This is an optimization exercise on Yosys and OpenROAD, whose aim is small area, a short achievable clock period and few clock cycles, not a production implementation.
Function was checked by simulation only, so behaviour that the tests miss may differ from the original.
Power and IR drop assume default switching activity.

// lcde
module lcde (
    input  wire        clk,
    input  wire        rst,           
    input  wire        csr_we,
    input  wire [3:0]  csr_addr,
    input  wire [31:0] csr_wdata,
    output reg  [31:0] csr_rdata,
    output wire [2:0]  status,        
    output reg         pt_req,
    output reg  [16:0] pt_addr,
    input  wire        pt_ack,
    input  wire [31:0] pt_rdata,
    output reg         snk_valid,
    output reg  [1:0]  snk_cmd,
    output reg         cb_req,
    input  wire        cb_ack,
    input  wire [31:0] cb_count,
    output reg         diag
);
    localparam [1:0] ST_IDLE = 2'd0, ST_BUSY = 2'd1, ST_DONE = 2'd2;
    localparam [2:0] SCH_PCM = 3'd0, SCH_PPM = 3'd1, SCH_PWM = 3'd2,
                     SCH_PWMP = 3'd3, SCH_PWMT = 3'd4, SCH_MANZ = 3'd5;
    localparam [1:0] CMD_B0 = 2'b00, CMD_B1 = 2'b01, CMD_ROW = 2'b10, CMD_CLR = 2'b11;
    localparam [2:0] C_IDLE  = 3'd0,
                     C_MZ0   = 3'd1,    
                     C_RUN   = 3'd2,    
                     C_EMIT  = 3'd3,    
                     C_FLCB  = 3'd4,    
                     C_FLB0  = 3'd5,    
                     C_ABORT = 3'd6;    
    reg [4:0]  mode_q;
    reg [31:0] short_q, long_q, reset_q, tol_q, syncw_q;
    reg [1:0]  arg_q;
    reg [15:0] num_q;
    reg [1:0]  state_q;
    reg        abort_q;
    reg [31:0] events_q;
    reg [15:0] n_q;
    reg [2:0]  cs_q;
    reg        ph_q;          
    reg        pv_q, gv_q;    
    reg        pfv_q;         
  ...
Settings: LEC_CHECK=0, CAP_MARGIN=20, CORE_MARGIN=2, CORE_UTILIZATION=50, SETUP_SLACK_MARGIN=4, SLEW_MARGIN=20; clock period 10.0 ns.
standard.sh (not shown) runs the stock make flow with config.mk's settings and CLKGATE_MAP_FILE= SYNTH_SCRIPT=/design/flow/synth_recipe.tcl, a recipe that flattens the netlist after the stock synthesis.
==> flow/flow/run.sh <==
#!/bin/bash
# The standard layout (standard synthesis, floorplan, power grid, placement, CTS,
# routing), with one change: the buffer placed on every input and output port
# is a sky130_fd_sc_hd__buf_2 instead of the default delay buffer.
set -euo pipefail
bash standard.sh BUFFER_PORTS_ARGS="-buffer_cell sky130_fd_sc_hd__buf_2" finish > standard_flow.log 2>&1
The first run completed with no timing, DRC or antenna violations.
Testbench counts at the start, summed over its fixed seeds: cycles 32,668.
Edit:
--- a/flow/config.mk
+++ b/flow/config.mk
@@ -10 +10 @@
-export CORE_UTILIZATION = 50
+export CORE_UTILIZATION = 40
=> The changed run produced a clean layout; total power stays flat; design area went up by 1.6%; hold slack is about the same; sequential power is about the same.
Edit:
--- a/flow/config.mk
+++ b/flow/config.mk
@@ -10,0 +11,2 @@
+export CTS_CLUSTER_DIAMETER = 110
+export CTS_CLUSTER_SIZE = 20
Effect: Maximum frequency is about the same. First-iteration DRC count goes up by about 8%. Design area goes down by 2.6%. Total power goes down by about 15%.

* * *

== P ==
lcde again, from the RTL that the note above started with.
==> flow/config.mk <==
export PLATFORM = sky130hd
export DESIGN_NAME = lcde
export DESIGN_NICKNAME = lcde
export VERILOG_FILES = /design/flow/design.v
export SDC_FILE = /design/flow/constraint.sdc
export NUM_CORES = 4
export LEC_CHECK = 0
export CAP_MARGIN = 20
export CORE_MARGIN = 2
export CORE_UTILIZATION = 40
export CTS_BUF_LIST = sky130_fd_sc_hd__clkbuf_4 sky130_fd_sc_hd__clkbuf_8
export CTS_CLUSTER_SIZE = 20
export SETUP_SLACK_MARGIN = 4
export SLEW_MARGIN = 20
==> flow/constraint.sdc <==
create_clock -name core_clock -period 10.0 [get_ports {clk}]
set_input_delay 2.0000 -clock core_clock [delete_from_list [all_inputs] [get_ports {clk}]]
set_output_delay 2.0000 -clock core_clock [all_outputs]
set_load 0.01 [all_outputs]
Scripts as last shown in full above: flow/flow/run.sh
Testbench counts of P, summed over its fixed seeds: cycles 32,668.
Inputs modified between P and S:
- a change of CTS_CLUSTER_SIZE from 20 to 24
- a deleted CTS_BUF_LIST that had been sky130_fd_sc_hd__clkbuf_4 sky130_fd_sc_hd__clkbuf_8
- an added CTS_CLUSTER_DIAMETER of 80
--- outcome ---
- S reached the final stage; the timing, DRC and antenna checks on its layout passed.
- From S to P, largest net degree at the start of global routing did not move at all.
- S reports a higher part of the total power dissipated in combinational logic than P does.
- On worst relative slew slack, S does better than P.
- Wire length of the first global-routing pass (S over P): decrease, 0.62%
- Count of different cell masters after synthesis came out exactly the same in S and P.
- ~same hold slack in S and P
- The clock skew of S and that of P are within noise of each other.
- Summary: with P as the reference, non-clock buffer total of the final layout in S moved up by a few percent.
- Higher proportion of power drawn by flip-flops and latches goes to S over P.

## port drivers added, routing unchanged
Ports are ideal in the flow. The routed layouts listed here were re-timed in OpenROAD.
Step 1, drivers: a clkbuf_16 drives clk and a buf_2 each remaining input, both assumed.
Step 2 times the ports against the registers' clock, not the clock port: input delays grow and output delays shrink by t, the midpoint of the rising clock arrivals with the driver on.
a / b / c = ideal ports / drivers / drivers and shift; a / b = the first two.
| run | t, ns | setup slack, ns | worst setup path at the end |
|---|---|---|---|
| the first run of note 1 | 0.712 | 4.058 / 4.036 / 4.036 | input to output |
| the second run of note 1 | 0.713 | 4.044 / 4.023 / 4.023 | input to output |
| the third run of note 1 | 0.705 | 4.046 / 4.025 / 4.025 | input to output |
| P | 0.808 | 4.026 / 4.019 / 4.019 | input to output |
| S | 0.668 | 4.028 / 4.007 / 4.007 | input to output |
After both steps every run listed still meets setup and hold. For the first run of note 1, which loses most, drivers alone change the setup slack by -0.022 ns; drivers and shift together by -0.022 ns.
